Source: an optimization exercise on an open RTL-to-GDS flow (aim: small area, a short achievable clock period and few clock cycles). Production flows keep margins and buffers that such runs may drop.
Function was checked by simulation only, so behaviour that the tests miss may differ from the original.
The flow treats the clock pin as an ideal source, which a real chip does not have.
No activity file was given, so power comes from the tool's default toggle rates.

==> flow/design.v <==
module somagic_video_core (
    input  wire        clk,
    input  wire        rst,           
    input  wire [11:0] cfg_bpl,       
    input  wire [9:0]  cfg_lpf,       
    input  wire        in_valid,
    input  wire [7:0]  in_data,
    output wire        in_ready,
    input  wire        ret_valid,
    input  wire [1:0]  ret_buf,
    output reg         wr_valid,
    output wire [1:0]  wr_buf,
    output reg  [22:0] wr_off,
    output reg  [7:0]  wr_data,
    output reg         done_valid,
    output wire [1:0]  done_buf,
    output reg  [31:0] done_seq,
    output wire [22:0] done_bytes,
    output reg         done_err,
    output wire [2:0]  done_reason
);
    localparam [1:0] S_HUNT = 2'd0, S_SYNC1 = 2'd1, S_SYNC2 = 2'd2, S_TRC = 2'd3;
    reg  [9:0]  blk_pos;
    reg         blk_video;      
    wire is_hdr = (blk_pos[9:2] == 8'd0);
    wire d_ff   = (in_data == 8'hFF);
    wire d_00   = (in_data == 8'h00);
    wire d_aa   = (in_data == 8'hAA);
    wire take   = in_valid && rdy;
    wire vb     = take && !is_hdr && blk_video;
    reg  [1:0]  sync_state;
    reg         inj_ff;         
    reg         inj_00;         
    reg         rdy;            
    reg         ev_pix, ev_trc;
    reg  [7:0]  ev_d;
    assign in_ready = rdy;
    wire hold   = inj_ff || inj_00;
    wire h_pix  = vb && sync_state == S_HUNT  && !d_ff;
    wire s1_f   = vb && sync_state == S_SYNC1 && !d_00;
    wire s2_f   = vb && sync_state == S_SYNC2 && !d_00;
    wire trc    = vb && sync_state == S_TRC   && !d_00;
    wire fail   = s1_f || s2_f;
    wire inj_00_n = s2_f || (inj_00 && inj_ff);
    always @(posedge clk) begin
        if (rst) begin
            blk_pos    <= 10'd0;
            sync_state <= S_HUNT;
            inj_ff     <= 1'b0;
            inj_00     <= 1'b0;
            rdy        <= 1'b1;
            ev_pix     <= 1'b0;
            ev_trc     <= 1'b0;
        end else begin
            blk_pos <= blk_pos + {9'd0, take};
            if (vb) begin
                case (sync_state)
                    S_HUNT:  if (d_ff) sync_state <= S_SYNC1;
                    S_SYNC1: sync_state <= d_00 ? S_SYNC2 : S_HUNT;
                    S_SYNC2: sync_state <= d_00 ? S_TRC : S_HUNT;
                    default: sync_state <= S_HUNT;
                endcase
            end
            if (!hold) ev_pix <= h_pix || fail;
            ev_trc <= trc;
            inj_ff <= fail;
            inj_00 <= inj_00_n;
            rdy    <= !(fail || inj_00_n);
        end
        if (take && blk_pos[9:2] == 8'd0)
            blk_video <= (blk_pos[1] ? d_00 : d_aa) && (blk_pos[1:0] == 2'd0 || blk_video);
        if (!hold) ev_d <= in_data;
    end
    reg         in_blank;
    reg         cur_valid;
    reg         on_second;
    reg  [11:0] col_left;       
    reg  [9:0]  lines_left;     
    reg  [9:0]  alc_left;       
    reg         jump;           
    reg  [22:0] bytes_written;
    reg         done_short;
    reg  [1:0]  q0, q1, q2, q3;
    reg  [2:0]  av_cnt;         
    wire        av_ok = cur_valid ? (av_cnt[2] || av_cnt[1]) : (av_cnt != 3'd0);
    wire sav   = ev_trc && !ev_d[4];      
    wire eav   = ev_trc &&  ev_d[4];
    wire sav_f = ev_d[6];
    wire sav_v = ev_d[5];
    wire full        = (lines_left == 10'd0);
    wire eol         = (col_left == 12'd1);
    wire alc_short   = (alc_left != 10'd0);
    wire a_pix       = ev_pix || hold;      
    wire live        = a_pix && !in_blank && cur_valid;
    wire pix_write   = live && !full;
    wire pix_ovf     = live && full;
    wire f2_sav      = sav && cur_valid && sav_f && !on_second;
    wire short_field = f2_sav && alc_short;
    wire field_two   = f2_sav && !alc_short;
    wire frame_done  = sav && cur_valid && !sav_f && on_second;
    wire finalize    = short_field || frame_done || pix_ovf;
    wire acquire     = sav && !sav_f && !sav_v && (!cur_valid || frame_done) && av_ok;
    wire fstart      = acquire || field_two;
    assign wr_buf      = q0;
    assign done_buf    = q0;
    assign done_bytes  = bytes_written;
    assign done_reason = {done_err, 1'b0, done_short};
    always @(posedge clk) begin
        if (rst) begin
            in_blank   <= 1'b1;
            cur_valid  <= 1'b0;
            wr_valid   <= 1'b0;
            done_valid <= 1'b0;
            done_seq   <= 32'd0;
            q0         <= 2'd0;
            q1         <= 2'd1;
            q2         <= 2'd2;
            q3         <= 2'd3;
            av_cnt     <= 3'd4;
        end else begin
            wr_valid   <= pix_write;
            done_valid <= finalize;
            done_seq   <= done_seq + {31'd0, done_valid};
            if (eav) in_blank <= 1'b1;
            if (sav) in_blank <= sav_v;
            if (finalize) cur_valid <= 1'b0;
            if (acquire) cur_valid <= 1'b1;
            if (done_valid) begin
                q0 <= q1;
                q1 <= q2;
                q2 <= q3;
            end
            if (ret_valid) begin
                case (av_cnt[1:0] - {1'b0, done_valid})
                    2'd0: q0 <= ret_buf;
                    2'd1: q1 <= ret_buf;
                    2'd2: q2 <= ret_buf;
                    default: q3 <= ret_buf;
                endcase
            end
            av_cnt <= av_cnt + {2'd0, ret_valid} - {2'd0, done_valid};
        end
        wr_data    <= inj_ff ? 8'hFF : (inj_00 ? 8'h00 : ev_d);
        done_err   <= short_field || pix_ovf;
        done_short <= short_field;
        if (acquire) on_second <= 1'b0;
        else if (field_two) on_second <= 1'b1;
        bytes_written <= ((done_valid || !cur_valid) ? 23'd0 : bytes_written) + {22'd0, pix_write};
        if (fstart) begin
            col_left   <= cfg_bpl;
            lines_left <= cfg_lpf;
            alc_left   <= cfg_lpf;
            jump       <= field_two;
            wr_off     <= 23'h7FFFFF;
        end else begin
            wr_off <= wr_off + {11'd0, col_left & {12{jump && pix_write}}} + {22'd0, pix_write};
            if (pix_write) jump <= eol;
            if (pix_write && eol) col_left <= cfg_bpl;
            else col_left <= col_left - {11'd0, pix_write};
            lines_left <= lines_left - {9'd0, pix_write && eol};
            alc_left   <= alc_left - {9'd0, eav && cur_valid && !in_blank && alc_short};
        end
    end
endmodule
clock: 10.5 ns
lec_check: 0
cap_margin: 20
core_margin: 2
core_utilization: 60
cts_buf_list: sky130_fd_sc_hd__clkbuf_8
slew_margin: 20
standard.sh (not shown) runs the stock make flow with config.mk's settings and CLKGATE_MAP_FILE= SYNTH_SCRIPT=/design/flow/synth_recipe.tcl, a recipe that flattens the netlist after the stock synthesis.
==> flow/flow/run.sh <==
#!/bin/bash
export BUFFER_PORTS_ARGS="-buffer_cell sky130_fd_sc_hd__buf_1"
export SETUP_SLACK_MARGIN=7.3
export POST_CTS_TCL="$(pwd)/flow/downsize.tcl"
bash standard.sh > standard.log 2>&1
==> flow/flow/downsize.tcl <==
# Run after clock tree synthesis and its timing repair (POST_CTS_TCL hook).
# Greedy area recovery: move each logic cell to the smallest drive strength
# of its own function that keeps the worst setup slack at or above the
# target (the repair's own target, or the slack it reached if less). Port
# buffers and clock tree cells are left alone.
proc my_downsize {target} {
  set n 0
  set lib_names {}
  foreach lc [get_lib_cells */sky130_fd_sc_hd__*] { dict set lib_names [get_name $lc] 1 }
  foreach dbinst [[ord::get_db_block] getInsts] {
    set iname [$dbinst getName]
    if {[string match "input*" $iname] || [string match "output*" $iname] || [string match "clkbuf_*" $iname]} continue
    set cname [[$dbinst getMaster] getName]
    if {![dict exists $lib_names $cname]} continue
    if {[string match "*clkbuf*" $cname] || [string match "*clkinv*" $cname] || [string match "*conb*" $cname]} continue
    if {![regexp {^(.*)_([0-9]+)$} $cname -> base drive]} continue
    set inst [get_cells $iname]
    foreach d {0 1 2 4} {
      if {$d >= $drive} break
      set cand ${base}_$d
      if {![dict exists $lib_names $cand]} continue
      replace_cell $inst $cand
      if {[sta::worst_slack_cmd max] >= $target} {
        incr n
        break
      }
      replace_cell $inst $cname
    }
  }
  puts "my_downsize: $n cells made smaller"
}

estimate_parasitics -placement
set ws0 [sta::worst_slack_cmd max]
set target [expr {min($ws0, $::env(SETUP_SLACK_MARGIN) * 1e-9)}]
puts "my_downsize: worst slack [format %.3f [expr {$ws0 * 1e9}]] ns, target [format %.3f [expr {$target * 1e9}]] ns"
my_downsize $target
report_worst_slack -max
detailed_placement
check_placement -verbose
Testbench counts at the start, summed over its fixed seeds: cycles 1,179,870.
==> next run, changes <==
CORE_UTILIZATION = 40   (was 60)
GPL_ROUTABILITY_DRIVEN = 0   (was not set)
Effect: Flip-flop and latch count does not change. Hold slack improves by 7.0 ps. Setup slack barely changes. Critical path depth is unchanged. Core utilization falls by 24 points. Sequential share of layout area rises by 0.27 points. Die area rises by 48%. Non-clock buffer count rises by 1. Cell count rises by 5.5%. Fmax hardly moves.
==> next run, changes <==
==> flow/run.sh (new file) <==
#!/bin/bash
# synth_recipe.tcl (not shown) runs the flow's synth.tcl, then flattens the netlist and writes it again
# the make line also repeats each setting of config.mk as NAME=value (left out here)
make -C /OpenROAD-flow-scripts/flow DESIGN_CONFIG=/design/flow/config.mk WORK_HOME=/design/flow/orfs CLKGATE_MAP_FILE= SYNTH_SCRIPT=/design/flow/synth_recipe.tcl finish
GPL_ROUTABILITY_DRIVEN = not set   (was 0)
removed: flow/flow/run.sh
removed: flow/flow/downsize.tcl
removed: flow/standard.sh
After rerunning:
- The changed run produced a clean layout
- wire length rises slightly
- sequential power stays flat
- critical path depth does not change
==> next run, changes <==
==> flow/flow/run.sh (new file) <==
#!/bin/bash
export BUFFER_PORTS_ARGS="-buffer_cell sky130_fd_sc_hd__buf_1"
export SETUP_SLACK_MARGIN=7.2
bash standard.sh > standard.log 2>&1
==> flow/standard.sh (new file) <==
#!/bin/bash
# synth_recipe.tcl (not shown) runs the flow's synth.tcl, then flattens the netlist and writes it again
# the make line also repeats each setting of config.mk as NAME=value (left out here)
make -C /OpenROAD-flow-scripts/flow DESIGN_CONFIG=/design/flow/config.mk WORK_HOME=/design/flow/orfs CLKGATE_MAP_FILE= SYNTH_SCRIPT=/design/flow/synth_recipe.tcl "${@:-finish}"
CORE_UTILIZATION = 60   (was 40)
removed: flow/run.sh
Effect: The new run went through all stages and came out clean; total power is about the same; combinational power came out lower by about 25%; fmax came out higher by about 22%; global-route usage came out higher by 6.7 points; final area came out lower by 8.3%; routed wire length came out lower by about 5.4%.
==> next run, changes <==
==> flow/flow/run.sh (replaced) <==
#!/bin/bash
export BUFFER_PORTS_ARGS="-buffer_cell sky130_fd_sc_hd__buf_1"
export SETUP_SLACK_MARGIN=7.3
export POST_CTS_TCL="$(pwd)/flow/downsize.tcl"
bash standard.sh > standard.log 2>&1
==> flow/flow/downsize.tcl (new file) <==
# Run after clock tree synthesis and its timing repair (POST_CTS_TCL hook).
# Greedy area recovery: move each logic cell to the smallest drive strength
# of its own function that keeps the worst setup slack at or above the
# target (the repair's own target, or the slack it reached if less). Port
# buffers and clock tree cells are left alone.
proc my_downsize {target} {
  set n 0
  set lib_names {}
  foreach lc [get_lib_cells */sky130_fd_sc_hd__*] { dict set lib_names [get_name $lc] 1 }
  foreach dbinst [[ord::get_db_block] getInsts] {
    set iname [$dbinst getName]
    if {[string match "input*" $iname] || [string match "output*" $iname] || [string match "clkbuf_*" $iname]} continue
    set cname [[$dbinst getMaster] getName]
    if {![dict exists $lib_names $cname]} continue
    if {[string match "*clkbuf*" $cname] || [string match "*clkinv*" $cname] || [string match "*conb*" $cname]} continue
    if {![regexp {^(.*)_([0-9]+)$} $cname -> base drive]} continue
    set inst [get_cells $iname]
    foreach d {0 1 2 4} {
      if {$d >= $drive} break
      set cand ${base}_$d
      if {![dict exists $lib_names $cand]} continue
      replace_cell $inst $cand
      if {[sta::worst_slack_cmd max] >= $target} {
        incr n
        break
      }
      replace_cell $inst $cname
    }
  }
  puts "my_downsize: $n cells made smaller"
}

estimate_parasitics -placement
set ws0 [sta::worst_slack_cmd max]
set target [expr {min($ws0, $::env(SETUP_SLACK_MARGIN) * 1e-9)}]
puts "my_downsize: worst slack [format %.3f [expr {$ws0 * 1e9}]] ns, target [format %.3f [expr {$target * 1e9}]] ns"
my_downsize $target
report_worst_slack -max
detailed_placement
check_placement -verbose
CORE_UTILIZATION = 40   (was 60)
GPL_TIMING_DRIVEN = 0   (was not set)
Result: Power went down by a few percent; wire length went up by roughly a tenth; utilization went down by 21 points; maximum frequency went down by a few percent; cell count went up by roughly a tenth; sequential share of layout area went down by 1.6 points; register-to-register slack loses 180 ps; sequential cell count stays the same; design area went up by a few percent.
==> next run, changes <==
==> flow/flow/run.sh (replaced) <==
#!/bin/bash
export BUFFER_PORTS_ARGS="-buffer_cell sky130_fd_sc_hd__buf_1"
export SETUP_SLACK_MARGIN=7.2
bash standard.sh > standard.log 2>&1
GPL_TIMING_DRIVEN = not set   (was 0)
removed: flow/flow/downsize.tcl
=>
- global-route usage decreases by 0.62 points
- non-clock buffer count goes down by 44
- critical path depth fell by 19
- design area decreases by about 3.7%
- via count went down by about 2.3%
- worst setup slack improves by 96 ps
- cell count drops by 3.6%
- routed wire length shrinks by about 4.7%
- count of clock-buffer cells in the layout does not change
- power rose by about 4%

==> static timing again, ports no longer ideal <==
The results above use ideal ports. As a check the final layouts listed here were re-extracted and re-timed, cells and wires unchanged. Step 1 sets driving cells, clkbuf_16 on the clock port and buf_2 on the other inputs (assumed; they add their load-dependent delay and slew). Step 2 moves the port delays by t, midway between the first and last clock arrival at a register: inputs arrive t later, outputs are due t later. That takes back most of the time a late clock gives input paths. Slacks: ideal ports / drivers / drivers and shift; pairs: ideal ports / drivers.
run | shift t [ns] | setup slack, ns | worst slew at a driven data input, ns
the first run | 0.483 | 7.370 / 7.332 / 6.969 | 0.05
the second run | 0.480 | 7.370 / 7.332 / 6.946 | 0.04
the third run | 0.478 | 6.591 / 6.550 / 6.506 | 0.05
the fourth run | 0.489 | 7.297 / 7.259 / 6.978 | 0.05
the fifth run | 0.481 | 7.215 / 7.215 / 6.945 | 0.06
the sixth run | 0.494 | 7.311 / 7.270 / 7.002 | 0.04
After both steps every run listed still meets setup and hold. The setup slack of the second run, which loses most, moves by -0.038 ns with the drivers and by -0.424 ns with both steps.
